From an optimization exercise on the open Yosys and OpenROAD flow, aimed at small area, a short achievable clock period and few clock cycles; shortcuts taken in it are not production practice. Only simulation tests tie the RTL to the original design; equivalence was not proved. Power is estimated from default activity; no workload was simulated.

==> design.v <==
module ca_lzc #(parameter L = 7) (
    input  wire [(1<<L)-1:0] x,
    output wire [L:0]        z
);
    localparam W = 1 << L;
    wire [W-1:0]     v [0:L];
    wire [L*W-1:0]   c [0:L];
    assign v[0] = x;
    assign c[0] = {L*W{1'b0}};
    genvar l, j;
    generate
        for (l = 1; l <= L; l = l + 1) begin : lv
            for (j = 0; j < (W >> l); j = j + 1) begin : nd
                wire vh = v[l-1][2*j+1];
                wire vl = v[l-1][2*j];
                wire [L-1:0] ch = c[l-1][(2*j+1)*L +: L];
                wire [L-1:0] cl = c[l-1][(2*j)*L +: L];
                assign v[l][j] = vh | vl;
                assign c[l][j*L +: L] = vh ? ch : (cl | (1 << (l-1)));
            end
            if ((W >> l) < W) begin : pad
                assign v[l][W-1:(W>>l)] = {(W-(W>>l)){1'b0}};
                assign c[l][L*W-1:L*(W>>l)] = {(L*(W-(W>>l))){1'b0}};
            end
        end
    endgenerate
    assign z = v[L][0] ? {1'b0, c[L][L-1:0]} : W[L:0];
endmodule
module ca_add #(parameter W = 128, parameter ARCH = 0) (
    input  wire [W-1:0] a,
    input  wire [W-1:0] b,
    input  wire         cin,
    output wire [W-1:0] s,
    output wire         cout
);
    function integer clg(input integer v);
        integer k;
        begin
            clg = 0;
            for (k = 1; k < v; k = k * 2) clg = clg + 1;
        end
    endfunction
    localparam L = clg(W + 1);
    localparam N = 1 << L;             
    wire [N-1:0] g0, p0;
    assign g0 = {{(N-W-1){1'b0}}, a & b, cin};
    assign p0 = {{(N-W-1){1'b0}}, a ^ b, 1'b0};
    wire [N-1:0] G [0:2*L];
    wire [N-1:0] P [0:2*L];
    assign G[0] = g0;
    assign P[0] = p0;
    genvar l, i;
    generate
        if (ARCH == 1) begin : skl
            for (l = 0; l < L; l = l + 1) begin : lv
                for (i = 0; i < N; i = i + 1) begin : b
                    if ((i >> l) & 1) begin : c
                        localparam integer J = ((i >> l) << l) - 1;
                        assign G[l+1][i] = G[l][i] | (P[l][i] & G[l][J]);
                        assign P[l+1][i] = P[l][i] & P[l][J];
                    end else begin : k
                        assign G[l+1][i] = G[l][i];
                        assign P[l+1][i] = P[l][i];
                    end
                end
            end
            for (l = L; l < 2*L; l = l + 1) begin : pass
                assign G[l+1] = G[l];
                assign P[l+1] = P[l];
            end
        end else begin : bk
            for (l = 0; l < L; l = l + 1) begin : up
                for (i = 0; i < N; i = i + 1) begin : b
                    if (((i + 1) % (2 << l)) == 0) begin : c
                        localparam integer J = i - (1 << l);
                        assign G[l+1][i] = G[l][i] | (P[l][i] & G[l][J]);
                        assign P[l+1][i] = P[l][i] & P[l][J];
                    end else begin : k
                        assign G[l+1][i] = G[l][i];
                        assign P[l+1][i] = P[l][i];
                    end
                end
            end
            for (l = 0; l < L - 1; l = l + 1) begin : dn
                localparam integer LL = L - 2 - l;
                for (i = 0; i < N; i = i + 1) begin : b
                    if (((i + 1) % (2 << LL)) == (1 << LL) && i >= (2 << LL)) begin : c
                        localparam integer J = i - (1 << LL);
                        assign G[L+1+l][i] = G[L+l][i] | (P[L+l][i] & G[L+l][J]);
                        assign P[L+1+l][i] = P[L+l][i] & P[L+l][J];
                    end else begin : k
                        assign G[L+1+l][i] = G[L+l][i];
                        assign P[L+1+l][i] = P[L+l][i];
                    end
                end
            end
            assign G[2*L] = G[2*L-1];
            assign P[2*L] = P[2*L-1];
        end
    endgenerate
    wire [W:0] c = G[2*L][W:0];
    assign s    = p0[W:1] ^ c[W-1:0];
    assign cout = c[W];
endmodule
module carry_adder (
    input  wire        clk,
    input  wire        rst,
    input  wire        wr_en,
    input  wire [3:0]  wr_addr,
    input  wire [63:0] wr_data,
    output wire        ready,
    output reg  [63:0] rc,
    output reg  [63:0] ru,
    output reg  [63:0] rl,
    output reg  [1:0]  st
);
    localparam [2:0] OP_ADD = 3'd1, OP_NEG = 3'd2, OP_SUB = 3'd3, OP_LSH = 3'd4,
                     OP_RSH = 3'd5, OP_MUL = 3'd6, OP_QUOREM = 3'd7;
    localparam [1:0] ST_OK = 2'd0, ST_DIVZERO = 2'd1, ST_ILLEGAL = 2'd2;
    localparam K = 8;                   
    reg [63:0] au, al, bu, bl;
    reg        busy;
    reg        s_alu, s_shift, s_dinit, s_mul, s_mfin, s_div;
    reg [63:0] cu, cl;                  
    reg        m_neg;                   
    reg [7:0]  amt;                     
    reg        amt_zero;                
    reg        amt_rev;                 
    reg [5:0]  cnt;
    reg [65:0] d3;                      
    assign ready = ~busy;
    wire sel_mul;
    wire host_wr = wr_en & ~busy;
    wire issue   = host_wr & (wr_addr == 4'd4);
    always @(posedge clk) begin
        if (host_wr) begin
            case (wr_addr)
                4'd0: au <= wr_data;
                4'd1: al <= wr_data;
                4'd2: bu <= wr_data;
                4'd3: bl <= wr_data;
                default: ;
            endcase
        end
    end
    wire [2:0]  op      = wr_data[2:0];
    wire [31:0] n       = wr_data[63:32];
    wire        illegal = (|wr_data[31:3]) | (op == 3'd0) |
                          ((op != OP_LSH) && (op != OP_RSH) && (n != 32'd0));
    wire        bl_zero = (bl == 64'd0);
    wire [127:0] a = {au, al};
    wire [127:0] add_x = s_dinit ? {64'd0, bl} : s_mfin ? {ru, rl} :
                         (s_alu & m_neg) ? 128'd0 : a;
    wire [127:0] add_y = s_dinit ? {63'd0, bl, 1'b0} : s_mfin ? {cu, cl} :
                         s_alu ? (m_neg ? ~a : ~{bu, bl}) : {bu, bl};
    wire [127:0] add_s;
    wire         add_c;
    ca_add #(.W(128)) u_add (.a(add_x), .b(add_y), .cin(s_alu), .s(add_s), .cout(add_c));
    wire [191:0] add_res = {63'd0, add_c & ~s_alu & ~s_mfin, add_s};
    wire [63:0]   m_ph  = s_mul ? ru : 64'd0;
    wire [63:0]   m_ch  = s_mul ? cu : 64'd0;
    wire [63:0]   m_pl  = s_mul ? rl : bl;
    localparam MW = 64 + K;
    wire [MW-1:0] pp [0:K-1];
    genvar gi;
    generate
        for (gi = 0; gi < K; gi = gi + 1) begin : g_pp
            assign pp[gi] = {{K{1'b0}}, al & {64{m_pl[gi]}}} << gi;
        end
    endgenerate
    function [2*MW-1:0] csa(input [MW-1:0] x, input [MW-1:0] y, input [MW-1:0] z);
        csa = {((x & y) | (x & z) | (y & z)) << 1, x ^ y ^ z};
    endfunction
    wire [MW-1:0] ph = {{K{1'b0}}, m_ph};
    wire [MW-1:0] ch = {{K{1'b0}}, m_ch};
    wire [MW-1:0] s1, c1, s2, c2, s3, c3, s4, c4, s5, c5, s6, c6, s7, c7, s8, c8;
    assign {c1, s1} = csa(ph, ch, pp[0]);
    assign {c2, s2} = csa(pp[1], pp[2], pp[3]);
    assign {c3, s3} = csa(pp[4], pp[5], pp[6]);
    assign {c4, s4} = csa(s1, c1, pp[7]);
    assign {c5, s5} = csa(s2, c2, s3);
    assign {c6, s6} = csa(s4, c4, c3);
    assign {c7, s7} = csa(s5, c5, s6);
    assign {c8, s8} = csa(s7, c7, c6);
    wire [191:0]  mul_res = {64'd0, s8[MW-1:K], s8[K-1:0], m_pl[63:K]};
    always @(posedge clk) begin
        if (sel_mul) begin
            cu <= c8[MW-1:K];
            cl <= {c8[K-1:0], cl[63:K]};
        end
    end
    function [127:0] rev128(input [127:0] x);
        integer i;
        for (i = 0; i < 128; i = i + 1) rev128[i] = x[127-i];
    endfunction
    function [191:0] rev192(input [191:0] x);
        integer i;
        for (i = 0; i < 192; i = i + 1) rev192[i] = x[191-i];
    endfunction
    wire [127:0] sh_in  = amt_rev ? rev128(a) : a;
    wire [191:0] sh_l   = {64'd0, sh_in} << amt;
    wire [191:0] sh_z   = amt_zero ? 192'd0 : sh_l;
    wire [191:0] sh_r   = rev192(sh_z);      
    wire [191:0] sh_res = amt_rev ? {sh_r[63:0], sh_r[191:64]} : sh_z;
    wire [7:0] lz_a;
    wire [6:0] lz_d;
    ca_lzc #(.L(7)) u_lza (.x(a),  .z(lz_a));
    ca_lzc #(.L(6)) u_lzd (.x(bl), .z(lz_d));
    wire [8:0] i_raw  = {1'b0, lz_a} + 9'd63 - {3'd0, lz_d[5:0]};
    wire [7:0] i_div  = (i_raw >= 9'd128) ? 8'd128 : {i_raw[7:1], 1'b0};
    wire [65:0] t   = {rc, ru[63:62]};
    wire [65:0] t1, t2, t3;
    wire        ge1, ge2, ge3;
    ca_add #(.W(66)) u_sub1 (.a(t), .b(~{2'd0, bl}),       .cin(1'b1), .s(t1), .cout(ge1));
    ca_add #(.W(66)) u_sub2 (.a(t), .b(~{1'd0, bl, 1'b0}), .cin(1'b1), .s(t2), .cout(ge2));
    ca_add #(.W(66)) u_sub3 (.a(t), .b(~d3),               .cin(1'b1), .s(t3), .cout(ge3));
    wire [63:0] r_n = ge3 ? t3[63:0] : ge2 ? t2[63:0] : ge1 ? t1[63:0] : t[63:0];
    wire [1:0]  dig = ge3 ? 2'd3 : ge2 ? 2'd2 : ge1 ? 2'd1 : 2'd0;
    wire [191:0] div_res = {r_n, ru[61:0], rl, dig};
    wire        idle   = ~busy;
    wire        sel_add = idle ? ~wr_data[2] : (s_alu | s_mfin);
    assign      sel_mul = idle ?  wr_data[2] : s_mul;
    wire        sel_sh  = s_shift | s_dinit;
    wire [191:0] res_n = sel_add ? add_res :
                         sel_mul ? mul_res :
                         sel_sh  ? sh_res  : div_res;
    wire        res_en = busy | issue;
    always @(posedge clk) begin
        if (res_en) {rc, ru, rl} <= res_n;
    end
    always @(posedge clk) begin
        if (s_dinit) d3 <= add_s[65:0];
        if (issue) begin
            amt      <= wr_data[1] ? i_div : n[7:0];
            amt_zero <= ~wr_data[1] & ((|n[31:8]) | (n[7:6] == 2'b11));
            amt_rev  <= ~wr_data[1] & wr_data[0];
            m_neg    <= ~wr_data[0];
        end
        if (rst) begin
            busy <= 1'b0; s_alu <= 1'b0; s_shift <= 1'b0; s_dinit <= 1'b0;
            s_mul <= 1'b0; s_mfin <= 1'b0; s_div <= 1'b0;
            st <= ST_OK;
        end else if (issue) begin
            if (illegal) begin
                st <= ST_ILLEGAL;
            end else begin
                st <= (op == OP_QUOREM && bl_zero) ? ST_DIVZERO : ST_OK;
                case (op)
                    OP_NEG, OP_SUB: begin busy <= 1'b1; s_alu <= 1'b1; end
                    OP_LSH, OP_RSH: begin busy <= 1'b1; s_shift <= 1'b1; end
                    OP_MUL: begin busy <= 1'b1; s_mul <= 1'b1; cnt <= 64/K - 1; end
                    OP_QUOREM: if (!bl_zero) begin busy <= 1'b1; s_dinit <= 1'b1; end
                    default: ;
                endcase
            end
        end else begin
            if (s_alu)   begin s_alu <= 1'b0; busy <= 1'b0; end
            if (s_shift) begin s_shift <= 1'b0; busy <= 1'b0; end
            if (s_dinit) begin
                s_dinit <= 1'b0;
                cnt <= 6'd63 - amt[6:1] + 6'd1;    
                if (amt[7]) busy <= 1'b0;
                else s_div <= 1'b1;
            end
            if (s_mfin)  begin s_mfin <= 1'b0; busy <= 1'b0; end
            if (s_mul | s_div) begin
                cnt <= cnt - 6'd1;
                if (cnt == 6'd1) begin
                    s_mul <= 1'b0; s_div <= 1'b0;
                    if (s_mul) s_mfin <= 1'b1;
                    else busy <= 1'b0;
                end
            end
        end
    end
endmodule
==> run.sh <==
#!/bin/bash
# synth_recipe.tcl (not shown) runs the flow's synth.tcl, then flattens the netlist and writes it again
# the make line also repeats each setting of config.mk as NAME=value (left out here)
make -C /OpenROAD-flow-scripts/flow DESIGN_CONFIG=/design/flow/config.mk WORK_HOME=/design/flow/orfs CLKGATE_MAP_FILE= SYNTH_SCRIPT=/design/flow/synth_recipe.tcl finish
==> config.mk <==
export PLATFORM = sky130hd
export DESIGN_NAME = carry_adder
export DESIGN_NICKNAME = carry_adder
export VERILOG_FILES = /design/flow/design.v
export SDC_FILE = /design/flow/constraint.sdc
export NUM_CORES = 4
export LEC_CHECK = 0
export CAP_MARGIN = 50
export CORE_MARGIN = 2
export CORE_UTILIZATION = 40
export PLACE_DENSITY = 0.45
export SETUP_SLACK_MARGIN = 5
export SLEW_MARGIN = 50
==> constraint.sdc <==
create_clock -name core_clock -period 11.5 [get_ports {clk}]
set_input_delay 2.3000 -clock core_clock [delete_from_list [all_inputs] [get_ports {clk}]]
set_output_delay 2.3000 -clock core_clock [all_outputs]
set_load 0.01 [all_outputs]
==> impl_metrics.toml, run 1 <==
[synth]
ys_dominant_reg_cell = "edfxtp_1"
synth_cells = 8985
ys_ff_latch = 644
synthArstFlopShare_pct = 0
avgSynthCellArea_um2 = 9.31
synth_compound_area_share_pct = 18.4
synth.distinct_cells = 92
synth_nets = 10076
synth_area_mm2 = 0.0836
synth_edf_count = 635
ys_warn_count = 5
synth_top_family_by_area = "adder cells"
synthMuxAreaShare_pct = 14.2
synth_adder_area_share_pct = 21.2
synth_simple_gate_area_share_pct = 13.3
synth-xor-area-share_pct = 1.80
ys_seq_area_share_pct = 23.0

[floorplanning]
fp.dieW_um = 461
io-pin-count = 266
core-area_mm2 = 0.207
rows = 167
die_h_um = 461
start_util_pct = 40.3
die-area_mm2 = 0.213

[drt]
ant_nets = 0
dr.pass1.iters = 12
first_iter_violations = 13061
post_drt_via_cell_ratio = 6.92
via_count = 82560
wl_mm = 518
route.detailed.drc = 0
avgRoutedWirePerCell_um = 43.4

[final_layout]
final_cells = 11937
nNetsFinal = 10098
utilization_pct = 45.8
nFillCells = 20079
drive_gt1_share_pct = 14.6
syn_to_final_growth_pct = 13.6

[timing]
relSlewSlack_pct = 32.0
period_share_pct = 57.2
hold_viol = 0
rsz0062_at_grt = "yes"
fin_skew_ns = 0.0355
tightest_slew_ns = 1.01
fin_crit_ns = 6.58
clock.fmax_mhz = 152
finalSetupViolCount = 0
setup_tns_ns = 0
drv_slew = 0

[global_route]
grt_pass1_vias = 77633
grt_max_degree = 135
grt_antenna_before_repair = 93
grt_use_total_pct = 47.8
overflow = 0
grt_pass1_wl_mm = 690

[worst_setup_path]
critPathKind = "flip-flop to flip-flop"
crit_path_cell_trace = "buf_16 > bufbuf_16 > a211oi_1 > a21oi_1 > ha_1 > a21o_1 > a21o_1 > a221o_1 > a221o_1 > a211o_4 > a31oi_1 > o31a_2 > o21bai_4 > a31oi_2 > fa_1 > xor2_1 > o21ai_0 > a21oi_4 > o211ai_1 > buf_4"
worst_setup_path_start_kind = "flip-flop"
critPathMaxFanout = 82
cpPeakStageDelay_ns = 0.61
cp_data_arrival_time_ns = 7.09
required_ns = 12.01
crit_slowest_cell = "dfxtp_4"
cp-end-kind = "flip-flop"
rrSetupSlack_ns = 4.92

[cts]
clkSlewWorstSetupHoldPaths_ns = 0.06
cts-root-buf = "clkbuf_16"
cts_max_level = 3
cts_tree = "yes"
clock_path_buffers = 3
cts_buffers = 86
cts.sinks = 644
hold_buffers = 0
clock_latency_ns = 0.79

[placement]
dp_hpwl_mm = 399
place_inst = 11675
io_buffers = 265
routabilityCongestion = 1.14

[min_path]
min_path_type = "flip-flop to flip-flop"

[power_and_ir_drop]
power_density_mw_per_mm2 = 72.9
ir_worst_vdd_uv = 130
p_leak_nw = 37.5

[flow_run]
maxCapViolations = 0

[run_status]
status = "timing/DRC/antenna clean"
-- cell usage after synthesis, drive strengths merged, types with 84 or more instances --
cell	instances	area (µm²)
inv	993	3730
a21oi	700	3500
fa	658	13200
nor2	654	2450
edfxtp	635	19100
nand2	613	2300
clkbuf	579	2170
o21ai	459	2300
nor2b	414	2590
mux4	365	8240
ha	362	4530
mux2i	212	2120
o22ai	199	1250
buf	167	886
and2	154	963
mux2	138	1550
a211oi	134	1010
a21o	130	976
nor3	127	641
nand3	108	541
o211ai	93	698
xor2	89	780
a22o	84	736
-- repair_timing --
action	in CTS	in global routing
cloned	4	5
gates resized for setup	43	25
pin swaps	7	7
buffers inserted	9	6
setup endpoints to repair	124	15
-- metal layers --
| layer | global-route usage (%) | wire length (µm) | share of wire (%) | vias up |
|---|---|---|---|---|
| li1 | - | - | - | 32379 |
| met1 | 59.1 | 188000 | 36 | 41978 |
| met2 | 67.8 | 212000 | 41 | 6573 |
| met3 | 16.2 | 65700 | 13 | 1592 |
| met4 | 38.0 | 51300 | 9.9 | 38 |
| met5 | 0.459 | 544 | 0.11 | - |
-- cells by family after synthesis --
kind of cell,count (synthesis)
buffers and inverters,1742
AO/OA/AOI/OAI,2378
flip-flops,644
XOR/XNOR,172
adder cells (fa/ha/maj),1020
multiplexers,715
AND/OR/NAND/NOR,2314
-- per-stage QoR --
step                setup WS, ns  instance area (µm²)  total power (W)  hold slack [ns]
finish                      4.92                95000          0.00692            0.470
global route                4.95                94900          0.00705            0.483
CTS                         5.01                94300          0.00687            0.468
detailed placement          3.23                91000          0.00396            0.453
global placement            2.31                89800          0.00395            0.445
floorplan                   5.27                83600          0.00335            0.427
-- power by group --
| part | internal, W | switching, W | leakage [nW] | total [W] |
|---|---|---|---|---|
| Sequential | 0.00266 | 0.0000916 | 5.94 | 0.00275 |
| Combinational | 0.000410 | 0.000826 | 30.1 | 0.00124 |
| Clock | 0.00166 | 0.00128 | 1.41 | 0.00294 |
| Total | 0.00473 | 0.00220 | 37.5 | 0.00692 |
-- path summary, 6_finish.rpt --
check | startpoint | to | cells after the start
setup reg to reg | s_mfin | ru[18] | 20
hold / removal | st[0] | st[0] | 2
setup / recovery | s_mfin | ru[18] | 20
hold reg to reg | st[0] | st[0] | 2
-- sequential cells by signal (all words and copies together), names as in the netlist, 2 cells and up --
signal,count
bl,64
al,64
st,2
au,64
cu,64
d3,66
cnt,6
cl,40
rl,64
rc,64
amt,8
bu,64
ru,64
-- cell usage in the layout, fill, tap and decap left out, types with 88 or more instances in the layout --
cell type | Yosys | layout
nand3_1 | 108 | 104
o22ai_1 | 198 | 188
mux2_2 | 138 | 138
a21o_1 | 130 | 130
a21oi_1 | 700 | 659
nor2b_1 | 414 | 412
buf_4 | 14 | 331
o21ai_0 | 449 | 404
ha_1 | 362 | 362
mux2i_1 | 212 | 189
nor2_1 | 654 | 627
inv_1 | 991 | 984
and2_1 | 152 | 151
xor2_1 | 89 | 88
a211oi_1 | 134 | 125
mux4_2 | 361 | 361
clkbuf_16 | 0 | 95
nand2_1 | 613 | 596
fa_1 | 658 | 657
nor3_1 | 126 | 113
o211ai_1 | 93 | 93
edfxtp_1 | 635 | 635
clkdlybuf4s50_1 | 0 | 262
-- worst max-delay path, delay by kind of cell, from the launching register on --
kind | cells | cell delay (ns)
xor gates and xnor gates | 1 | 0.16
DFF | 1 | 0.61
AOI/OAI and AO/OA | 14 | 3.63
buffers and inverters | 3 | 1.17
adders and majority gates | 2 | 0.53
-- layout make-up --
cell class                      instances  area, µm²  area share (%)
Timing Repair Buffer                  679       6460            6.79
Antenna cell                           69        173           0.182
Tap cell                             2788       3490            3.67
Multi-Input combinational cell       6600      59000            62.1
Clock buffer                          105       2310            2.43
Clock inverter                         56        588           0.619
Sequential cell                       644      19300            20.3
Inverter                              996       3760            3.96
Testbench counts, summed over its fixed seeds: cycles 28,000.
==> inputs of run 2 (changes only) <==
--- a/design.v
+++ b/design.v
@@ -117,7 +117,7 @@
     localparam [2:0] OP_ADD = 3'd1, OP_NEG = 3'd2, OP_SUB = 3'd3, OP_LSH = 3'd4,
                      OP_RSH = 3'd5, OP_MUL = 3'd6, OP_QUOREM = 3'd7;
     localparam [1:0] ST_OK = 2'd0, ST_DIVZERO = 2'd1, ST_ILLEGAL = 2'd2;
-    localparam K = 8;                   
+    localparam K = 16;                  
     reg [63:0] au, al, bu, bl;
     reg        busy;
     reg        s_alu, s_shift, s_dinit, s_mul, s_mfin, s_div;
@@ -174,19 +174,29 @@
     wire [MW-1:0] ph = {{K{1'b0}}, m_ph};
     wire [MW-1:0] ch = {{K{1'b0}}, m_ch};
     wire [MW-1:0] s1, c1, s2, c2, s3, c3, s4, c4, s5, c5, s6, c6, s7, c7, s8, c8;
+    wire [MW-1:0] s9, c9, s10, c10, s11, c11, s12, c12, s13, c13, s14, c14, s15, c15, s16, c16;
     assign {c1, s1} = csa(ph, ch, pp[0]);
     assign {c2, s2} = csa(pp[1], pp[2], pp[3]);
     assign {c3, s3} = csa(pp[4], pp[5], pp[6]);
-    assign {c4, s4} = csa(s1, c1, pp[7]);
-    assign {c5, s5} = csa(s2, c2, s3);
-    assign {c6, s6} = csa(s4, c4, c3);
-    assign {c7, s7} = csa(s5, c5, s6);
-    assign {c8, s8} = csa(s7, c7, c6);
-    wire [191:0]  mul_res = {64'd0, s8[MW-1:K], s8[K-1:0], m_pl[63:K]};
+    assign {c4, s4} = csa(pp[7], pp[8], pp[9]);
+    assign {c5, s5} = csa(pp[10], pp[11], pp[12]);
+    assign {c6, s6} = csa(pp[13], pp[14], pp[15]);
+    assign {c7, s7} = csa(s1, c1, s2);
+    assign {c8, s8} = csa(c2, s3, c3);
+    assign {c9, s9} = csa(s4, c4, s5);
+    assign {c10, s10} = csa(c5, s6, c6);
+    assign {c11, s11} = csa(s7, c7, s8);
+    assign {c12, s12} = csa(c8, s9, c9);
+    assign {c13, s13} = csa(s11, c11, s12);
+    assign {c14, s14} = csa(c12, s10, c10);
+    assign {c15, s15} = csa(s13, c13, s14);
+    assign {c16, s16} = csa(s15, c15, c14);
+    wire [MW-1:0] s_f = s16, c_f = c16;
+    wire [191:0]  mul_res = {64'd0, s_f[MW-1:K], s_f[K-1:0], m_pl[63:K]};
     always @(posedge clk) begin
         if (sel_mul) begin
-            cu <= c8[MW-1:K];
-            cl <= {c8[K-1:0], cl[63:K]};
+            cu <= c_f[MW-1:K];
+            cl <= {c_f[K-1:0], cl[63:K]};
         end
     end
     function [127:0] rev128(input [127:0] x);
==> impl_metrics.toml, run 2 <==
[worst_setup_path]
cp-end-kind = "flip-flop"
crit_slowest_cell = "o21ai_0"
path_buf_inv = 3
worst_setup_path_start_kind = "flip-flop"
required_ns = 12.13
cp_top_family = "compound AO/OA/AOI/OAI gates"
cpPeakStageDelay_ns = 0.77
rrSetupSlack_ns = 4.87
crit_path_cell_trace = "or2_2 > buf_4 > a21oi_4 > buf_4 > buf_4 > a22o_1 > ha_1 > nand4_1 > o21ai_0 > a21oi_1 > o21ai_0 > a221o_1 > a31oi_2 > o211a_1 > or2_2 > fa_1 > xnor2_1 > nor2_1 > a311oi_1"
cp_common_cell = "buf_4"
critPathKind = "flip-flop to flip-flop"
cp_data_arrival_time_ns = 7.25
critPathMaxFanout = 38

[floorplanning]
rows = 183
fp.dieW_um = 503
die_h_um = 503
die-area_mm2 = 0.253
start_util_pct = 40.1
core-area_mm2 = 0.248
io-pin-count = 266

[synth]
synth_largest_area_cell = "fa_1"
yosys.area.top_type_share_pct = 23.3
synth.most_common_cell = "inv_1"
ys_seq_area_share_pct = 19.4
synth_common_cells = "inv_1 (1540), fa_1 (1156), nor2_1 (759)"
synth_edf_count = 635
synth_cells = 10705
synthArstFlopShare_pct = 0
synth_simple_gate_area_share_pct = 14.1
avgSynthCellArea_um2 = 9.29
ys_ff_latch = 644
synth_top_family_by_area = "adder cells"
synth_top_cells_by_area = "fa_1 (23%), edfxtp_1 (19%), mux4_2 (6.0%), inv_1 (5.8%), ha_1 (4.9%)"
synth_nets = 12325
ys_warn_count = 5
synth_area_mm2 = 0.0994
ys_dominant_reg_cell = "edfxtp_1"
synth_compound_area_share_pct = 15.7
synth-xor-area-share_pct = 1.51
synth.distinct_cells = 107
synthMuxAreaShare_pct = 11.5
synth_adder_area_share_pct = 28.2

[final_layout]
utilization_pct = 45.0
regArea_mm2 = 0.0193
nNetsFinal = 12292
regMostFlops = "d3"
largest_reg_flops = 66
nFillCells = 23866
final_cell_mix = "inv_1 (1535), fa_1 (1156), nor2_1 (731)"
syn_to_final_growth_pct = 12.2
drive_gt1_share_pct = 12.7
mostFrequentLayoutCell = "inv_1"
multiInputGateArea_mm2 = 0.0725

[power_and_ir_drop]
ir_worst_vdd_uv = 98.3
swShare_pct = 34.9
p_switching_w = 0.00272
seq_power_share_pct = 36.6
pwr-share-clk_pct = 39.0
p_leak_nw = 45.4
p_int_w = 0.00506
power_density_mw_per_mm2 = 69.7
combinationalPowerShare_pct = 24.5

[run_status]
status = "timing/DRC/antenna clean"

[drt]
via_count = 93452
post_drt_via_cell_ratio = 6.61
route.detailed.drc = 0
first_iter_violations = 13900
wl_met1_mm = 217
wl_met3_mm = 70.7
routed.top_layer = "met5"
dr.pass1.iters = 10
avgRoutedWirePerCell_um = 42.3
ant_nets = 0
wl_mm = 599
wl_met2_mm = 249

[min_path]
min_path_type = "flip-flop to flip-flop"

[global_route]
grt_max_degree = 141
grt_pass1_wl_mm = 806
grt_use_total_pct = 47.0
grt_pass1_vias = 90697
grt_antenna_before_repair = 104
overflow = 0

[cts]
clock_path_buffers = 3
cts-root-buf = "clkbuf_16"
clkSlewWorstSetupHoldPaths_ns = 0.08
hold_buffers = 0
cts_tree = "yes"
cts_max_level = 3
clock_latency_ns = 0.81
cts_buffers = 88
cts.sinks = 644

[placement]
io_buffers = 265
dp_hpwl_mm = 468
routabilityCongestion = 1.12

[timing]
tightest_slew_ns = 0.880
clock.fmax_mhz = 151
setup_tns_ns = 0
finalSetupViolCount = 0
hold_viol = 0
period_share_pct = 57.6
fin_skew_ns = 0.0505
drv_slew = 0
fin_crit_ns = 6.63
relSlewSlack_pct = 41.3
rsz0062_at_grt = "yes"

[flow_run]
maxCapViolations = 0
-- run 2: what timing repair did --
item	in CTS	in global routing
gates cloned	4	1
pin swaps	3	3
setup buffers	10	18
setup endpoints to repair	103	43
gates resized for setup	27	21
-- run 2: layer usage --
layer	vias to the layer above	track usage, %
met5	-	0.571
met1	47747	57.7
met3	1823	14.8
met2	7086	67.6
met4	36	38.7
li1	36760	-
-- run 2: layout make-up --
cell class	instances	area share, %
multi-input combinational	7688	64.9
sequential	644	17.3
timing repair buffer	701	5.96
inverter	1549	5.25
tap	3330	3.73
clock buffer	102	2.07
clock inverter	58	0.620
antenna	69	0.155
-- run 2: logic make-up (layout without fill, tap and decap cells) --
group / count (synthesis) / count (layout)
mux: 731 / 731
flops: 644 / 644
other cells: 0 / 69
compound gates: 2365 / 2365
simple gates: 2867 / 2871
buf+inv: 2377 / 2410
fa+ha+maj: 1549 / 1549
xor+xnor: 172 / 172
-- run 2: stage by stage --
stage | hold WS, ns | worst slack [ns] | power [W] | instance area (µm²) | cells
floorplan | 0.426 | 5.35 | 0.00381 | 99400 | 10705
global placement | 0.445 | 3.01 | 0.00470 | 106000 | 13817
detailed placement | 0.444 | 3.71 | 0.00474 | 107000 | 13865
CTS | 0.474 | 4.98 | 0.00772 | 111000 | 14039
global route | 0.491 | 4.96 | 0.00798 | 111000 | 14090
finish | 0.472 | 4.87 | 0.00778 | 112000 | 14141
-- run 2: path summary, 6_finish.rpt --
path                            depth (start not counted)     from  endpoint
worst max-delay path                                   19  s_dinit    ru[62]
worst min-delay path                                    0   cl[31]    cl[15]
worst max register to register                         19  s_dinit    ru[62]
worst min register to register                          0   cl[31]    cl[15]
-- run 2: power by group through the flow --
stage	sequential (W)	combinational [W]	clock (W)
finish	0.00284	0.00190	0.00303
global route	0.00284	0.00205	0.00310
CTS	0.00283	0.00187	0.00302
detailed placement	0.00288	0.00186	0
global placement	0.00289	0.00182	0
floorplan	0.00278	0.00102	0
Testbench counts of run 2, summed over its fixed seeds: cycles 24,208.
==> inputs of run 3 (changes only) <==
--- a/design.v
+++ b/design.v
@@ -138,34 +138,38 @@
                 4'd0: au <= wr_data;
                 4'd1: al <= wr_data;
                 4'd2: bu <= wr_data;
-                4'd3: bl <= wr_data;
                 default: ;
             endcase
         end
+    end
+    wire mul_rot;
+    always @(posedge clk) begin
+        if (host_wr && wr_addr == 4'd3) bl <= wr_data;
+        else if (mul_rot) bl <= {bl[K-1:0], bl[63:K]};
     end
     wire [2:0]  op      = wr_data[2:0];
     wire [31:0] n       = wr_data[63:32];
     wire        illegal = (|wr_data[31:3]) | (op == 3'd0) |
                           ((op != OP_LSH) && (op != OP_RSH) && (n != 32'd0));
     wire        bl_zero = (bl == 64'd0);
+    assign mul_rot = s_mul | (issue & ~illegal & (op == OP_MUL));
     wire [127:0] a = {au, al};
-    wire [127:0] add_x = s_dinit ? {64'd0, bl} : s_mfin ? {ru, rl} :
-                         (s_alu & m_neg) ? 128'd0 : a;
-    wire [127:0] add_y = s_dinit ? {63'd0, bl, 1'b0} : s_mfin ? {cu, cl} :
-                         s_alu ? (m_neg ? ~a : ~{bu, bl}) : {bu, bl};
+    wire         a_neg = s_alu & m_neg;
+    wire         a_sub = s_alu & ~m_neg;
+    wire [127:0] add_x = s_mfin ? {ru, rl} : (a ^ {128{a_neg}});
+    wire [127:0] add_y = s_mfin ? {cu, cl} : (({bu, bl} ^ {128{a_sub}}) & {128{~a_neg}});
     wire [127:0] add_s;
     wire         add_c;
     ca_add #(.W(128)) u_add (.a(add_x), .b(add_y), .cin(s_alu), .s(add_s), .cout(add_c));
     wire [191:0] add_res = {63'd0, add_c & ~s_alu & ~s_mfin, add_s};
     wire [63:0]   m_ph  = s_mul ? ru : 64'd0;
     wire [63:0]   m_ch  = s_mul ? cu : 64'd0;
-    wire [63:0]   m_pl  = s_mul ? rl : bl;
     localparam MW = 64 + K;
     wire [MW-1:0] pp [0:K-1];
     genvar gi;
     generate
         for (gi = 0; gi < K; gi = gi + 1) begin : g_pp
-            assign pp[gi] = {{K{1'b0}}, al & {64{m_pl[gi]}}} << gi;
+            assign pp[gi] = {{K{1'b0}}, al & {64{bl[gi]}}} << gi;
         end
     endgenerate
     function [2*MW-1:0] csa(input [MW-1:0] x, input [MW-1:0] y, input [MW-1:0] z);
@@ -192,7 +196,7 @@
     assign {c15, s15} = csa(s13, c13, s14);
     assign {c16, s16} = csa(s15, c15, c14);
     wire [MW-1:0] s_f = s16, c_f = c16;
-    wire [191:0]  mul_res = {64'd0, s_f[MW-1:K], s_f[K-1:0], m_pl[63:K]};
+    wire [191:0]  mul_res = {64'd0, s_f[MW-1:K], s_f[K-1:0], rl[63:K]};
     always @(posedge clk) begin
         if (sel_mul) begin
             cu <= c_f[MW-1:K];
@@ -223,7 +227,9 @@
     wire        ge1, ge2, ge3;
     ca_add #(.W(66)) u_sub1 (.a(t), .b(~{2'd0, bl}),       .cin(1'b1), .s(t1), .cout(ge1));
     ca_add #(.W(66)) u_sub2 (.a(t), .b(~{1'd0, bl, 1'b0}), .cin(1'b1), .s(t2), .cout(ge2));
-    ca_add #(.W(66)) u_sub3 (.a(t), .b(~d3),               .cin(1'b1), .s(t3), .cout(ge3));
+    wire [65:0] a3 = ~s_div ? {1'b0, bl, 1'b0} : t;
+    wire [65:0] b3 = ~s_div ? {2'd0, bl} : ~d3;
+    ca_add #(.W(66)) u_sub3 (.a(a3), .b(b3), .cin(s_div), .s(t3), .cout(ge3));
     wire [63:0] r_n = ge3 ? t3[63:0] : ge2 ? t2[63:0] : ge1 ? t1[63:0] : t[63:0];
     wire [1:0]  dig = ge3 ? 2'd3 : ge2 ? 2'd2 : ge1 ? 2'd1 : 2'd0;
     wire [191:0] div_res = {r_n, ru[61:0], rl, dig};
@@ -239,7 +245,7 @@
         if (res_en) {rc, ru, rl} <= res_n;
     end
     always @(posedge clk) begin
-        if (s_dinit) d3 <= add_s[65:0];
+        if (s_dinit) d3 <= t3;
         if (issue) begin
             amt      <= wr_data[1] ? i_div : n[7:0];
             amt_zero <= ~wr_data[1] & ((|n[31:8]) | (n[7:6] == 2'b11));
==> impl_metrics.toml, run 3 <==
[synth]
synth_common_cells = "inv_1 (1441), fa_1 (1159), nand2_1 (893)"
ys_warn_count = 5
ys_seq_area_share_pct = 19.4
synth.distinct_cells = 90
avgSynthCellArea_um2 = 9.31
synth_area_mm2 = 0.0994
synthArstFlopShare_pct = 0
ys_dominant_reg_cell = "edfxtp_1"
yosys.area.top_type_share_pct = 23.4
ys_ff_latch = 644
synth_largest_area_cell = "fa_1"
synth_top_cells_by_area = "fa_1 (23%), edfxtp_1 (19%), mux4_2 (8.3%), and2_1 (5.6%), inv_1 (5.4%)"
synth.most_common_cell = "inv_1"
synth_edf_count = 635
synth_cells = 10671
synth_nets = 12292

[global_route]
grt_pass1_wl_mm = 809
grt_pass1_vias = 90831
grt_antenna_before_repair = 111
grt_max_degree = 176
grt_use_total_pct = 47.5
overflow = 0

[floorplanning]
rows = 182
io-pin-count = 266
fp.dieW_um = 502
core-area_mm2 = 0.246
die-area_mm2 = 0.252
die_h_um = 502
start_util_pct = 40.3

[drt]
dr.pass1.iters = 9
via_count = 94190
avgRoutedWirePerCell_um = 42.8
first_iter_violations = 14758
post_drt_via_cell_ratio = 6.64
wl_mm = 606
route.detailed.drc = 0
ant_nets = 0

[placement]
io_buffers = 265
place_worst_setup_slack_ns = 4.15
routabilityCongestion = 1.15
dp_hpwl_mm = 467

[flow_run]
maxCapViolations = 0

[cts]
hold_buffers = 0
cts_buffers = 89
cts-root-buf = "clkbuf_16"
cts_max_level = 3
clock_latency_ns = 0.82
clock_path_buffers = 3
clkSlewWorstSetupHoldPaths_ns = 0.07
cts_tree = "yes"
cts.sinks = 644

[run_status]
status = "timing/DRC/antenna clean"

[worst_setup_path]
required_ns = 12.06
cp-end-kind = "flip-flop"
worst_setup_path_start_kind = "flip-flop"
critPathMaxFanout = 6
cpPeakStageDelay_ns = 0.84
cp_data_arrival_time_ns = 7.19
cp_common_cell = "o21ai_0"
critPathKind = "flip-flop to flip-flop"
crit_path_cell_trace = "inv_1 > mux2_2 > o21ai_0 > ha_1 > and4_1 > a221oi_1 > nand3_1 > o21ai_0 > buf_4 > o31ai_1 > buf_4 > a221o_1 > a21oi_4 > o21ai_0 > a21boi_0 > o21ai_0 > fa_1 > a32oi_1 > a21oi_1"
crit_slowest_cell = "edfxtp_1"

[power_and_ir_drop]
power_density_mw_per_mm2 = 72.0
p_leak_nw = 44.5
ir_worst_vdd_uv = 117

[timing]
fin_crit_ns = 6.63
setup_tns_ns = 0
fin_skew_ns = 0.0577
hold_viol = 0
rsz0062_at_grt = "yes"
finalSetupViolCount = 0
relSlewSlack_pct = 35.0
tightest_slew_ns = 0.964
period_share_pct = 57.7
fin_ws_ns = 4.87
drv_slew = 0
clock.fmax_mhz = 151

[final_layout]
nNetsFinal = 12289
syn_to_final_growth_pct = 12.1
drive_gt1_share_pct = 13.7
nFillCells = 23980
final_cell_mix = "inv_1 (1434), fa_1 (1159), and2_1 (889)"
mostFrequentLayoutCell = "inv_1"
regMostFlops = "d3"
largest_reg_flops = 66

[min_path]
min_path_type = "flip-flop to flip-flop"
run 3: layout make-up:
class                   count  area (µm²)  share of cell area, %
inverters                1446        5450                   4.89
flip-flops and latches    644       19300                   17.3
repair buffers            733        6920                   6.21
well taps                3312        4140                   3.72
clock buffers             103        2280                   2.05
diodes                    123         308                  0.276
clock inverters            63         753                  0.676
multi-input cells        7754       72300                   64.9
run 3: worst max-delay path, delay by kind of cell, from the launching register on:
family | cells | cell delay (ns)
multiplexers | 1 | 0.40
AND/OR/NAND/NOR | 2 | 0.37
AO/OA/AOI/OAI | 11 | 2.83
buffers and inverters | 3 | 0.96
adder cells (fa/ha/maj) | 2 | 0.93
flip-flops | 1 | 0.84
run 3: repair_timing:
| action | 4_1_cts | 5_1_grt |
|---|---|---|
| resized for setup | 18 | 39 |
| setup endpoints to repair | 96 | 72 |
| gates cloned | 0 | 1 |
| pin swaps | 2 | 1 |
| buffers inserted | 5 | 7 |
run 3: report_power, final:
part	switching, W	internal (W)
logic	0.00135	0.000717
registers	0.000157	0.00271
clock network	0.00137	0.00172
total	0.00287	0.00515
run 3: cells by family after synthesis:
group,Yosys count,synth area share (%)
simple gates,3040,14.8
compound gates,2075,13.1
xor+xnor,300,2.64
fa+ha+maj,1550,28.3
buf+inv,2274,8.92
mux,788,12.9
flops,644,19.4
run 3: layer usage:
metal / track usage, % / part of all wire, % / vias to the layer above
met5: 1.58 / 0.14 / -
met3: 18.7 / 13 / 1863
met4: 37.7 / 9.6 / 24
met2: 66.2 / 41 / 7769
met1: 58.1 / 36 / 48148
li1: - / - / 36386
run 3: worst paths after layout:
| check | start | end | slack [ns] | depth (start not counted) |
|---|---|---|---|---|
| hold / removal | cl[55] | cl[39] | 0.45 | 0 |
| setup / recovery | bl[38] | rc[0] | 4.87 | 19 |
| hold reg to reg | cl[55] | cl[39] | 0.45 | 0 |
| setup reg to reg | bl[38] | rc[0] | 4.87 | 19 |
run 3: through the flow:
stage / instances / util [%] / power, W / instance area [µm²] / hold WS, ns
after floorplan: 10671 / - / 0.00384 / 99400 / 0.427
final: 14178 / 45.2 / 0.00802 / 111000 / 0.449
after global routing: 14079 / 45.1 / 0.00821 / 111000 / 0.452
after detailed placement: 13856 / 43.5 / 0.00488 / 107000 / 0.435
after global placement: 13797 / 43.0 / 0.00486 / 106000 / 0.438
after CTS: 14027 / 44.8 / 0.00795 / 110000 / 0.449
Testbench counts of run 3, summed over its fixed seeds: cycles 24,208.
==> inputs of run 4 (changes only) <==
--- a/design.v
+++ b/design.v
@@ -117,7 +117,7 @@
     localparam [2:0] OP_ADD = 3'd1, OP_NEG = 3'd2, OP_SUB = 3'd3, OP_LSH = 3'd4,
                      OP_RSH = 3'd5, OP_MUL = 3'd6, OP_QUOREM = 3'd7;
     localparam [1:0] ST_OK = 2'd0, ST_DIVZERO = 2'd1, ST_ILLEGAL = 2'd2;
-    localparam K = 16;                  
+    localparam K = 8;                   
     reg [63:0] au, al, bu, bl;
     reg        busy;
     reg        s_alu, s_shift, s_dinit, s_mul, s_mfin, s_div;
@@ -178,24 +178,15 @@
     wire [MW-1:0] ph = {{K{1'b0}}, m_ph};
     wire [MW-1:0] ch = {{K{1'b0}}, m_ch};
     wire [MW-1:0] s1, c1, s2, c2, s3, c3, s4, c4, s5, c5, s6, c6, s7, c7, s8, c8;
-    wire [MW-1:0] s9, c9, s10, c10, s11, c11, s12, c12, s13, c13, s14, c14, s15, c15, s16, c16;
     assign {c1, s1} = csa(ph, ch, pp[0]);
     assign {c2, s2} = csa(pp[1], pp[2], pp[3]);
     assign {c3, s3} = csa(pp[4], pp[5], pp[6]);
-    assign {c4, s4} = csa(pp[7], pp[8], pp[9]);
-    assign {c5, s5} = csa(pp[10], pp[11], pp[12]);
-    assign {c6, s6} = csa(pp[13], pp[14], pp[15]);
-    assign {c7, s7} = csa(s1, c1, s2);
-    assign {c8, s8} = csa(c2, s3, c3);
-    assign {c9, s9} = csa(s4, c4, s5);
-    assign {c10, s10} = csa(c5, s6, c6);
-    assign {c11, s11} = csa(s7, c7, s8);
-    assign {c12, s12} = csa(c8, s9, c9);
-    assign {c13, s13} = csa(s11, c11, s12);
-    assign {c14, s14} = csa(c12, s10, c10);
-    assign {c15, s15} = csa(s13, c13, s14);
-    assign {c16, s16} = csa(s15, c15, c14);
-    wire [MW-1:0] s_f = s16, c_f = c16;
+    assign {c4, s4} = csa(s1, c1, pp[7]);
+    assign {c5, s5} = csa(s2, c2, s3);
+    assign {c6, s6} = csa(s4, c4, c3);
+    assign {c7, s7} = csa(s5, c5, s6);
+    assign {c8, s8} = csa(s7, c7, c6);
+    wire [MW-1:0] s_f = s8, c_f = c8;
     wire [191:0]  mul_res = {64'd0, s_f[MW-1:K], s_f[K-1:0], rl[63:K]};
     always @(posedge clk) begin
         if (sel_mul) begin
==> impl_metrics.toml, run 4 <==
[run_status]
status = "timing/DRC/antenna clean"

[synth]
synth_nets = 10055
ys_ff_latch = 644
avgSynthCellArea_um2 = 9.24
synth_cells = 8963
synth-xor-area-share_pct = 3.16
synthMuxAreaShare_pct = 14.4
synth_edf_count = 635
synth_adder_area_share_pct = 21.4
synth_common_cells = "inv_1 (888), nand2_1 (780), nor2_1 (708)"
synth.distinct_cells = 86
synth_simple_gate_area_share_pct = 14.4
ys_warn_count = 5
yosys.area.top_type_share_pct = 23.0
synthArstFlopShare_pct = 0
synth_top_cells_by_area = "edfxtp_1 (23%), fa_1 (16%), mux4_2 (8.5%), ha_1 (5.4%), and2_1 (4.1%)"
synth_top_family_by_area = "adder cells"
ys_dominant_reg_cell = "edfxtp_1"
ys_seq_area_share_pct = 23.3
synth.most_common_cell = "inv_1"
synth_largest_area_cell = "edfxtp_1"
synth_area_mm2 = 0.0828
synth_compound_area_share_pct = 15.8

[cts]
cts_max_level = 3
cts_tree = "yes"
clock_latency_ns = 0.81
clkSlewWorstSetupHoldPaths_ns = 0.06
clock_path_buffers = 3
cts-root-buf = "clkbuf_16"
cts_buffers = 90
cts.sinks = 644

[worst_setup_path]
cp_data_arrival_time_ns = 7.05
critPathKind = "flip-flop to flip-flop"
worst_setup_path_start_kind = "flip-flop"
critPathMaxFanout = 155
cp-end-kind = "flip-flop"
required_ns = 12.05

[global_route]
grt_pass1_wl_mm = 695
grt_antenna_before_repair = 91
grt_pass1_vias = 78118
grt_max_degree = 156
overflow = 0
grt_use_total_pct = 48.8

[flow_run]
maxCapViolations = 0

[final_layout]
regMostFlops = "d3"
drive_gt1_share_pct = 15.3
mostFrequentLayoutCell = "inv_1"
regArea_mm2 = 0.0193
nFillCells = 20030
nNetsFinal = 10139
final_cell_mix = "inv_1 (880), nand2_1 (766), nor2_1 (674)"
multiInputGateArea_mm2 = 0.0583
syn_to_final_growth_pct = 13.5
utilization_pct = 45.8
largest_reg_flops = 66

[placement]
io_buffers = 265
routabilityCongestion = 1.10
place_worst_setup_slack_ns = 3.86
dp_hpwl_mm = 404

[floorplanning]
core-area_mm2 = 0.205
rows = 166
die_h_um = 459
fp.dieW_um = 459
start_util_pct = 40.3
die-area_mm2 = 0.211
io-pin-count = 266

[drt]
post_drt_via_cell_ratio = 6.87
route.detailed.drc = 0
first_iter_violations = 12418
ant_nets = 0
dr.pass1.iters = 7
wl_mm = 524
via_count = 81573
avgRoutedWirePerCell_um = 44.2

[timing]
clock.fmax_mhz = 154
period_share_pct = 56.5
fin_skew_ns = 0.0357
relSlewSlack_pct = 41.9
drv_slew = 0
hold_viol = 0
rsz0062_at_grt = "yes"
finalSetupViolCount = 0
setup_tns_ns = 0
tightest_slew_ns = 0.872
fin_ws_ns = 5.00
fin_crit_ns = 6.50

[power_and_ir_drop]
p_total_w = 0.00703
combinationalPowerShare_pct = 17.4
seq_power_share_pct = 38.8
p_switching_w = 0.00225
p_int_w = 0.00478
swShare_pct = 32.0
ir_worst_vdd_uv = 125
power_density_mw_per_mm2 = 74.9
pwr-share-clk_pct = 43.8
p_leak_nw = 36.6

[min_path]
min_path_type = "flip-flop to flip-flop"
## run 4: layout make-up
class	count	area share, %
Multi-Input combinational cell	6721	62.1
Sequential cell	644	20.5
Timing Repair Buffer	687	6.80
Inverter	903	3.63
Tap cell	2688	3.58
Clock buffer	111	2.57
Clock inverter	54	0.701
Antenna cell	58	0.155
## run 4: critical path, stage by stage, from the launching register on
cell	delay (ns)
dfxtp_4	0.66
buf_8	0.45
buf_12	0.45
o21ai_0	0.34
ha_1	0.38
nand4_1	0.45
nor4_4	0.56
nand4_1	0.30
nor4_1	0.35
a21oi_1	0.19
o21ai_1	0.33
a221o_1	0.25
nand4_1	0.15
a31oi_1	0.38
fa_2	0.53
a22oi_1	0.19
nand2_1	0.08
## run 4: routing by layer
| layer | vias to the layer above | GRT usage, % | share of wire (%) |
|---|---|---|---|
| met5 | - | 0 | 0.072 |
| met4 | 54 | 42.6 | 11 |
| met3 | 1927 | 17.1 | 12 |
| met2 | 6657 | 71.9 | 42 |
| met1 | 41073 | 56.3 | 34 |
| li1 | 31862 | - | - |
## run 4: power by group through the flow
stage               Clock [W]  Combinational, W  Sequential [W]
floorplan                   0          0.000585         0.00274
global placement            0           0.00114         0.00278
detailed placement          0           0.00116         0.00278
CTS                   0.00307           0.00117         0.00273
global route          0.00315           0.00126         0.00273
finish                0.00308           0.00122         0.00273
## run 4: worst paths after layout
check	start	end	slack, ns	depth (start not counted)
hold reg to reg	cl[28]	cl[20]	0.45	0
setup / recovery	s_mfin	ru[63]	5.00	16
hold / removal	cl[28]	cl[20]	0.45	0
setup reg to reg	s_mfin	ru[63]	5.00	16
## run 4: kinds of logic (layout without fill, tap and decap cells)
group / after synthesis / after routing
buffers and inverters: 1598 / 1755
DFF: 644 / 644
xor gates and xnor gates: 299 / 299
adders and majority gates: 1021 / 1021
muxes: 768 / 768
other: 0 / 58
AOI/OAI and AO/OA: 2092 / 2092
and+or+nand+nor: 2541 / 2541
## run 4: metrics by stage
stage / cell area, µm² / cells / hold slack (ns)
4_1_cts: 93400 / 11798 / 0.452
3_3_place_gp: 89000 / 11581 / 0.434
5_1_grt: 93800 / 11816 / 0.457
6_report: 93900 / 11866 / 0.451
3_5_place_dp: 90200 / 11627 / 0.438
2_1_floorplan: 82800 / 8963 / 0.427
## run 4: what timing repair did
action | 4_1_cts | 5_1_grt
setup endpoints to repair | 104 | 68
gates resized for setup | 24 | 28
hold buffers | 0 | 0
pin swaps | 2 | 0
setup buffers | 6 | 1
Testbench counts of run 4, summed over its fixed seeds: cycles 28,000.
==> inputs of run 5 (changes only) <==
--- a/design.v
+++ b/design.v
@@ -121,7 +121,8 @@
     reg [63:0] au, al, bu, bl;
     reg        busy;
     reg        s_alu, s_shift, s_dinit, s_mul, s_mfin, s_div;
-    reg [63:0] cu, cl;                  
+    reg [63:0] cu;                      
+    reg        mc;                      
     reg        m_neg;                   
     reg [7:0]  amt;                     
     reg        amt_zero;                
@@ -157,10 +158,10 @@
     wire         a_neg = s_alu & m_neg;
     wire         a_sub = s_alu & ~m_neg;
     wire [127:0] add_x = s_mfin ? {ru, rl} : (a ^ {128{a_neg}});
-    wire [127:0] add_y = s_mfin ? {cu, cl} : (({bu, bl} ^ {128{a_sub}}) & {128{~a_neg}});
+    wire [127:0] add_y = s_mfin ? {cu, {64{mc}}} : (({bu, bl} ^ {128{a_sub}}) & {128{~a_neg}});
     wire [127:0] add_s;
     wire         add_c;
-    ca_add #(.W(128)) u_add (.a(add_x), .b(add_y), .cin(s_alu), .s(add_s), .cout(add_c));
+    ca_add #(.W(128)) u_add (.a(add_x), .b(add_y), .cin(s_alu | (s_mfin & mc)), .s(add_s), .cout(add_c));
     wire [191:0] add_res = {63'd0, add_c & ~s_alu & ~s_mfin, add_s};
     wire [63:0]   m_ph  = s_mul ? ru : 64'd0;
     wire [63:0]   m_ch  = s_mul ? cu : 64'd0;
@@ -187,11 +188,14 @@
     assign {c7, s7} = csa(s5, c5, s6);
     assign {c8, s8} = csa(s7, c7, c6);
     wire [MW-1:0] s_f = s8, c_f = c8;
-    wire [191:0]  mul_res = {64'd0, s_f[MW-1:K], s_f[K-1:0], rl[63:K]};
+    wire [K-1:0]  m_lo;
+    wire          m_lc;
+    ca_add #(.W(K)) u_mlo (.a(s_f[K-1:0]), .b(c_f[K-1:0]), .cin(s_mul & mc), .s(m_lo), .cout(m_lc));
+    wire [191:0]  mul_res = {64'd0, s_f[MW-1:K], m_lo, rl[63:K]};
     always @(posedge clk) begin
         if (sel_mul) begin
             cu <= c_f[MW-1:K];
-            cl <= {c_f[K-1:0], cl[63:K]};
+            mc <= m_lc;
         end
     end
     function [127:0] rev128(input [127:0] x);
==> impl_metrics.toml, run 5 <==
[run_status]
status = "timing/DRC/antenna clean"

[synth]
ys_dominant_reg_cell = "edfxtp_1"
synth_largest_area_cell = "edfxtp_1"
synth.distinct_cells = 100
synthArstFlopShare_pct = 0
ys_seq_area_share_pct = 20.9
yosys.area.top_type_share_pct = 20.7
synth_top_cells_by_area = "edfxtp_1 (21%), fa_1 (15%), mux4_2 (10%), ha_1 (5.3%), mux2_2 (4.2%)"
avgSynthCellArea_um2 = 9.35
ys_ff_latch = 605
synth_cells = 9253
synth.most_common_cell = "inv_1"
synth_edf_count = 596
synth_area_mm2 = 0.0865
synth_common_cells = "inv_1 (902), nand2_1 (702), fa_1 (664)"
ys_warn_count = 6
synth_nets = 10354

[timing]
fin_ws_ns = 4.98
relSlewSlack_pct = 38.9
finalSetupViolCount = 0
fin_skew_ns = 0.0677
fin_crit_ns = 6.52
tightest_slew_ns = 0.916
rsz0062_at_grt = "yes"
hold_viol = 0
setup_tns_ns = 0
clock.fmax_mhz = 153
drv_slew = 0
period_share_pct = 56.7

[worst_setup_path]
required_ns = 12.11
path_buf_inv = 6
crit_slowest_cell = "edfxtp_1"
critPathKind = "flip-flop to flip-flop"
cp-end-kind = "flip-flop"
critPathMaxFanout = 17
cp_top_family = "compound AO/OA/AOI/OAI gates"
worst_setup_path_start_kind = "flip-flop"
cpPeakStageDelay_ns = 0.54
cp_data_arrival_time_ns = 7.13
crit_path_cell_trace = "buf_6 > buf_4 > inv_1 > clkbuf_8 > o21ai_0 > ha_1 > nand2_1 > a21oi_1 > o2111ai_1 > nand3_1 > inv_1 > o21a_1 > nand4b_1 > a211oi_2 > nor2_1 > a211o_1 > fa_1 > buf_4 > nor2_4 > nand2_2 > nor2_1 > a31oi_1 > o211ai_1"

[power_and_ir_drop]
pwr-share-clk_pct = 43.5
p_switching_w = 0.00225
p_int_w = 0.00452
ir_worst_vdd_uv = 111
p_total_w = 0.00677
seq_power_share_pct = 37.8
swShare_pct = 33.3
p_leak_nw = 38.0
combinationalPowerShare_pct = 18.7
power_density_mw_per_mm2 = 69.0

[final_layout]
largest_reg_flops = 66
nNetsFinal = 10431
regMostFlops = "d3"
nFillCells = 20760
final_cell_mix = "inv_1 (899), nand2_1 (689), fa_1 (664)"
drive_gt1_share_pct = 17.4
fin_area_mm2 = 0.0981
syn_to_final_growth_pct = 13.4
final_cells = 12301
mostFrequentLayoutCell = "inv_1"

[floorplanning]
die_h_um = 469
die-area_mm2 = 0.220
fp.dieW_um = 469
start_util_pct = 40.3
rows = 170
io-pin-count = 266
core-area_mm2 = 0.215

[placement]
dp_hpwl_mm = 441
place_inst = 12049
placed_area_mm2 = 0.0943
place_worst_setup_slack_ns = 3.96
io_buffers = 265
routabilityCongestion = 1.11

[drt]
via_count = 87380
avgRoutedWirePerCell_um = 46.7
post_drt_via_cell_ratio = 7.10
ant_nets = 0
route.detailed.drc = 0
first_iter_violations = 14613
wl_mm = 575
dr.pass1.iters = 9

[min_path]
min_path_type = "flip-flop to flip-flop"

[cts]
cts_max_level = 3
cts-root-buf = "clkbuf_16"
clkSlewWorstSetupHoldPaths_ns = 0.06
clock_latency_ns = 0.83
cts_tree = "yes"
cts_buffers = 89
cts.sinks = 605
clock_path_buffers = 3
hold_buffers = 0

[global_route]
grt_pass1_vias = 82523
overflow = 0
grt_use_total_pct = 51.3
grt_pass1_wl_mm = 757
grt_antenna_before_repair = 97
grt_max_degree = 143

[flow_run]
maxCapViolations = 0
## run 5: changes by cell type after synthesis, sizes merged, moves of 34 or more
cell / before / now
buf: 149 / 213
clkbuf: 546 / 580
edfxtp: 635 / 596
mux2: 267 / 321
mux2i: 188 / 246
mux4: 313 / 387
nand2: 780 / 702
nor2: 708 / 651
o21a: 27 / 91
o21ai: 676 / 605
o221ai: 51 / 91
## run 5: layout make-up
| cell class | count | area (µm²) | share of cell area [%] |
|---|---|---|---|
| Sequential cell | 605 | 18100 | 18.4 |
| Tap cell | 2838 | 3550 | 3.62 |
| Timing Repair Buffer | 777 | 7140 | 7.28 |
| Antenna cell | 63 | 158 | 0.161 |
| Inverter | 919 | 3460 | 3.53 |
| Multi-Input combinational cell | 6938 | 62800 | 64.0 |
| Clock inverter | 50 | 611 | 0.622 |
| Clock buffer | 111 | 2310 | 2.35 |
## run 5: cell families after synthesis
group / synth area share [%]
and+or+nand+nor: 13.1
AOI/OAI and AO/OA: 17.0
buffers and inverters: 8.18
adders and majority gates: 20.7
muxes: 17.1
DFF: 20.9
xor gates and xnor gates: 3.07
## run 5: worst paths after layout
check	end	slack, ns	from	cells after the start
worst min-delay path	st[1]	0.63	st[1]	2
worst min register to register	st[1]	0.63	st[1]	2
worst max register to register	rc[45]	4.98	bl[3]	23
worst max-delay path	rc[45]	4.98	bl[3]	23
## run 5: power groups by stage
stage          Combinational [W]  Sequential, W  Clock, W
2_1_floorplan           0.000606        0.00256         0
4_1_cts                  0.00119        0.00255   0.00293
5_1_grt                  0.00129        0.00256   0.00300
6_report                 0.00126        0.00256   0.00295
3_5_place_dp             0.00118        0.00260         0
3_3_place_gp             0.00115        0.00261         0
## run 5: through the flow
step                util, %  hold slack (ns)
floorplan                 -            0.511
global placement       43.2            0.637
detailed placement     43.9            0.604
CTS                    45.4            0.625
global route           45.6            0.654
finish                 45.7            0.625
## run 5: worst min-delay path: cells and delay by family (launching register included)
kind	cells	cell delay [ns]
flip-flops	1	0.39
AND/OR/NAND/NOR	2	0.19
## run 5: timing repair
action	4_1_cts	5_1_grt
setup buffers	4	9
cloned	2	2
endpoints found under the setup margin	109	76
resized for setup	52	22
pin swaps	2	1
## run 5: metal layers
| metal | wire (µm) | global-route usage [%] |
|---|---|---|
| met5 | 1270 | 2.77 |
| met4 | 54200 | 39.1 |
| met3 | 85200 | 23.6 |
| met2 | 226000 | 69.0 |
| met1 | 208000 | 63.1 |
Testbench counts of run 5, summed over its fixed seeds: cycles 28,000.
==> inputs of run 6 (changes only) <==
--- a/design.v
+++ b/design.v
@@ -120,16 +120,15 @@
     localparam K = 8;                   
     reg [63:0] au, al, bu, bl;
     reg        busy;
-    reg        s_alu, s_shift, s_dinit, s_mul, s_mfin, s_div;
-    reg [63:0] cu;                      
-    reg        mc;                      
-    reg        m_neg;                   
+    reg        s_shift, s_dinit, s_mul, s_mfin, s_div;
+    reg [63:0] cu, cl;                  
     reg [7:0]  amt;                     
     reg        amt_zero;                
     reg        amt_rev;                 
     reg [5:0]  cnt;
     reg [65:0] d3;                      
     assign ready = ~busy;
+    wire idle = ~busy;
     wire sel_mul;
     wire host_wr = wr_en & ~busy;
     wire issue   = host_wr & (wr_addr == 4'd4);
@@ -155,14 +154,15 @@
     wire        bl_zero = (bl == 64'd0);
     assign mul_rot = s_mul | (issue & ~illegal & (op == OP_MUL));
     wire [127:0] a = {au, al};
-    wire         a_neg = s_alu & m_neg;
-    wire         a_sub = s_alu & ~m_neg;
+    wire         a_neg = idle & wr_data[1] & ~wr_data[0];
+    wire         a_sub = idle & wr_data[1] &  wr_data[0];
+    wire         a_cin = idle & wr_data[1];
     wire [127:0] add_x = s_mfin ? {ru, rl} : (a ^ {128{a_neg}});
-    wire [127:0] add_y = s_mfin ? {cu, {64{mc}}} : (({bu, bl} ^ {128{a_sub}}) & {128{~a_neg}});
+    wire [127:0] add_y = s_mfin ? {cu, cl} : (({bu, bl} ^ {128{a_sub}}) & {128{~a_neg}});
     wire [127:0] add_s;
     wire         add_c;
-    ca_add #(.W(128)) u_add (.a(add_x), .b(add_y), .cin(s_alu | (s_mfin & mc)), .s(add_s), .cout(add_c));
-    wire [191:0] add_res = {63'd0, add_c & ~s_alu & ~s_mfin, add_s};
+    ca_add #(.W(128)) u_add (.a(add_x), .b(add_y), .cin(a_cin), .s(add_s), .cout(add_c));
+    wire [191:0] add_res = {63'd0, add_c & ~a_cin & ~s_mfin, add_s};
     wire [63:0]   m_ph  = s_mul ? ru : 64'd0;
     wire [63:0]   m_ch  = s_mul ? cu : 64'd0;
     localparam MW = 64 + K;
@@ -188,14 +188,11 @@
     assign {c7, s7} = csa(s5, c5, s6);
     assign {c8, s8} = csa(s7, c7, c6);
     wire [MW-1:0] s_f = s8, c_f = c8;
-    wire [K-1:0]  m_lo;
-    wire          m_lc;
-    ca_add #(.W(K)) u_mlo (.a(s_f[K-1:0]), .b(c_f[K-1:0]), .cin(s_mul & mc), .s(m_lo), .cout(m_lc));
-    wire [191:0]  mul_res = {64'd0, s_f[MW-1:K], m_lo, rl[63:K]};
+    wire [191:0]  mul_res = {64'd0, s_f[MW-1:K], s_f[K-1:0], rl[63:K]};
     always @(posedge clk) begin
         if (sel_mul) begin
             cu <= c_f[MW-1:K];
-            mc <= m_lc;
+            cl <= {c_f[K-1:0], cl[63:K]};
         end
     end
     function [127:0] rev128(input [127:0] x);
@@ -228,8 +225,7 @@
     wire [63:0] r_n = ge3 ? t3[63:0] : ge2 ? t2[63:0] : ge1 ? t1[63:0] : t[63:0];
     wire [1:0]  dig = ge3 ? 2'd3 : ge2 ? 2'd2 : ge1 ? 2'd1 : 2'd0;
     wire [191:0] div_res = {r_n, ru[61:0], rl, dig};
-    wire        idle   = ~busy;
-    wire        sel_add = idle ? ~wr_data[2] : (s_alu | s_mfin);
+    wire        sel_add = idle ? ~wr_data[2] : s_mfin;
     assign      sel_mul = idle ?  wr_data[2] : s_mul;
     wire        sel_sh  = s_shift | s_dinit;
     wire [191:0] res_n = sel_add ? add_res :
@@ -245,10 +241,9 @@
             amt      <= wr_data[1] ? i_div : n[7:0];
             amt_zero <= ~wr_data[1] & ((|n[31:8]) | (n[7:6] == 2'b11));
             amt_rev  <= ~wr_data[1] & wr_data[0];
-            m_neg    <= ~wr_data[0];
         end
         if (rst) begin
-            busy <= 1'b0; s_alu <= 1'b0; s_shift <= 1'b0; s_dinit <= 1'b0;
+            busy <= 1'b0; s_shift <= 1'b0; s_dinit <= 1'b0;
             s_mul <= 1'b0; s_mfin <= 1'b0; s_div <= 1'b0;
             st <= ST_OK;
         end else if (issue) begin
@@ -257,7 +252,6 @@
             end else begin
                 st <= (op == OP_QUOREM && bl_zero) ? ST_DIVZERO : ST_OK;
                 case (op)
-                    OP_NEG, OP_SUB: begin busy <= 1'b1; s_alu <= 1'b1; end
                     OP_LSH, OP_RSH: begin busy <= 1'b1; s_shift <= 1'b1; end
                     OP_MUL: begin busy <= 1'b1; s_mul <= 1'b1; cnt <= 64/K - 1; end
                     OP_QUOREM: if (!bl_zero) begin busy <= 1'b1; s_dinit <= 1'b1; end
@@ -265,7 +259,6 @@
                 endcase
             end
         end else begin
-            if (s_alu)   begin s_alu <= 1'b0; busy <= 1'b0; end
             if (s_shift) begin s_shift <= 1'b0; busy <= 1'b0; end
             if (s_dinit) begin
                 s_dinit <= 1'b0;
==> impl_metrics.toml, run 6 <==
[min_path]
min_from = "cl[12]"
hold_path_end = "cl[4]"
min_path_type = "flip-flop to flip-flop"
holdPathStages = 0

[cts]
cts_buffers = 87
cts_max_level = 3
cts_tree = "yes"
cts.sinks = 642
cts-root-buf = "clkbuf_16"

[timing]
setup_tns_ns = 0
period_share_pct = 57.1
clock.fmax_mhz = 152
finalSetupViolCount = 0
fin_crit_ns = 6.56
rsz0062_at_grt = "yes"
relSlewSlack_pct = 40.6
tightest_slew_ns = 0.891
drv_slew = 0

[floorplanning]
fp.dieW_um = 462
die-area_mm2 = 0.214
die_h_um = 462
rows = 168
core-area_mm2 = 0.209

[power_and_ir_drop]
seq_power_share_pct = 36.1
swShare_pct = 33.9
p_leak_nw = 37.8
p_switching_w = 0.00258
pwr-share-clk_pct = 40.4

[run_status]
status = "timing/DRC/antenna clean"

[synth]
ys_dominant_reg_cell = "edfxtp_1"
synth.distinct_cells = 87
synth_edf_count = 634
synth_area_mm2 = 0.0839
ys_ff_latch = 642
ys_warn_count = 5
yosys.area.top_type_share_pct = 22.7
synth.most_common_cell = "inv_1"
synth_top_cells_by_area = "edfxtp_1 (23%), fa_1 (16%), mux4_2 (9.6%), ha_1 (5.4%), inv_1 (4.0%)"
synthArstFlopShare_pct = 0
synth_largest_area_cell = "edfxtp_1"
ys_seq_area_share_pct = 22.9

[global_route]
grt_pass1_vias = 80777
grt_use_total_pct = 50.3
grt_max_degree = 129
grt_pass1_wl_mm = 722

[final_layout]
nNetsFinal = 10365
fin_area_mm2 = 0.0981
mostFrequentLayoutCell = "inv_1"
regMostFlops = "d3"
syn_to_final_growth_pct = 16.8
drive_gt1_share_pct = 17.4
largest_reg_flops = 66

[drt]
avgRoutedWirePerCell_um = 45.2
route.detailed.drc = 0
post_drt_via_cell_ratio = 6.91
via_count = 84277
wl_mm = 551
ant_nets = 0

[placement]
placed_area_mm2 = 0.0920
dp_hpwl_mm = 410
routabilityCongestion = 1.09
place_worst_setup_slack_ns = 1.67
io_buffers = 265

[worst_setup_path]
cp_data_arrival_time_ns = 7.13
r2r_start = "bl[2]"
required_ns = 12.07
worst_setup_path_start_kind = "input port"
rrSetupSlack_ns = 5.01
critPathKind = "input port to flip-flop"
reg2reg_to = "rc[45]"
reg2reg_depth = 18
[run 6: changes by cell type after synthesis, moves of 30 or more]
cell and delta:
nor2_1 +48, o21ai_0 +30, mux2_2 -146, xor2_1 -105, a21oi_1 +96, nand2_1 +64, nand3_1 -39, mux2i_1 -38
xnor2_1 +100, o21a_1 -66, nor3b_1 +125, edfxtp_1 +38, mux4_2 -30
[run 6: cell families after synthesis]
family | after synthesis | synth area share, %
simple gates | 2548 | 14.6
xor+xnor | 298 | 3.11
flops | 642 | 22.9
mux | 740 | 14.4
compound gates | 2181 | 16.2
buf+inv | 1639 | 7.62
fa+ha+maj | 1021 | 21.1
[run 6: through the flow]
step | utilization (%) | cells | hold WS (ns)
6_report | 46.9 | 12193 | 0.453
5_1_grt | 46.8 | 12159 | 0.460
4_1_cts | 46.2 | 12075 | 0.452
3_5_place_dp | 44.0 | 11839 | 0.438
3_3_place_gp | 43.3 | 11782 | 0.436
2_1_floorplan | - | 9069 | 0.427
[run 6: power by group through the flow]
stage / logic [W] / clock network (W) / registers (W)
finish: 0.00180 / 0.00308 / 0.00275
global route: 0.00186 / 0.00315 / 0.00275
CTS: 0.00166 / 0.00308 / 0.00274
detailed placement: 0.00156 / 0 / 0.00279
global placement: 0.00152 / 0 / 0.00280
floorplan: 0.000874 / 0 / 0.00275
[run 6: what timing repair did]
item | in CTS | in global routing
setup buffers | 59 | 50
gates resized for setup | 155 | 124
pin swaps | 48 | 80
cloned | 16 | 9
setup endpoints to repair | 224 | 69
[run 6: per-layer routing]
layer  vias to the layer above  part of all wire, %  GRT usage [%]
met5                         -                0.078           1.36
met4                        26                   11           45.2
met3                      2108                   13           19.6
met2                      6911                   41           72.5
met1                     42647                   34           57.6
li1                      32585                    -              -
[run 6: worst max-delay path by stage]
stage	startpoint	end	slack, ns	cells after the start
2_1_floorplan	wr_data[1]	rl[61]	4.87	22
3_3_place_gp	wr_data[1]	ru[49]	1.44	20
3_5_place_dp	wr_data[1]	ru[29]	1.67	24
4_1_cts	wr_data[0]	rl[61]	5.01	22
5_1_grt	wr_data[1]	rl[61]	4.87	25
6_report	wr_data[1]	rl[60]	4.94	25
[run 6: layout make-up]
cell class | instances | area, µm²
diodes | 43 | 108
clock buffers | 97 | 2210
clock inverters | 64 | 850
fillers | 20106 | 111000
inverters | 902 | 3420
multi-input cells | 6788 | 60300
flip-flops and latches | 642 | 19200
well taps | 2805 | 3510
repair buffers | 852 | 8450
[run 6: critical path: stages]
cell      delay (ns)
buf_12          0.11
nand2_8         0.07
buf_16          0.12
buf_16          0.16
buf_16          0.19
buf_16          0.18
nor3b_2         0.05
a21oi_1         0.14
o21ai_1         0.07
ha_1            0.38
and4_4          0.26
nor4b_4         0.31
o21ai_4         0.13
a211oi_4        0.27
buf_6           0.18
o21ai_4         0.10
o31ai_4         0.37
a21boi_4        0.10
o31a_1          0.30
o21a_1          0.22
buf_4           0.14
fa_2            0.35
xor2_2          0.18
nor2_1          0.06
a211o_1         0.28
Testbench counts of run 6, summed over its fixed seeds: cycles 27,353.

Re-timed with assumed drivers on the ports (clkbuf_16 on the clock, buf_2 on other inputs), run 6 has 4.592 ns of setup slack against 4.935 ns with ideal ports, and 3.715 ns once port delays also move by the mid clock arrival of 0.877 ns.
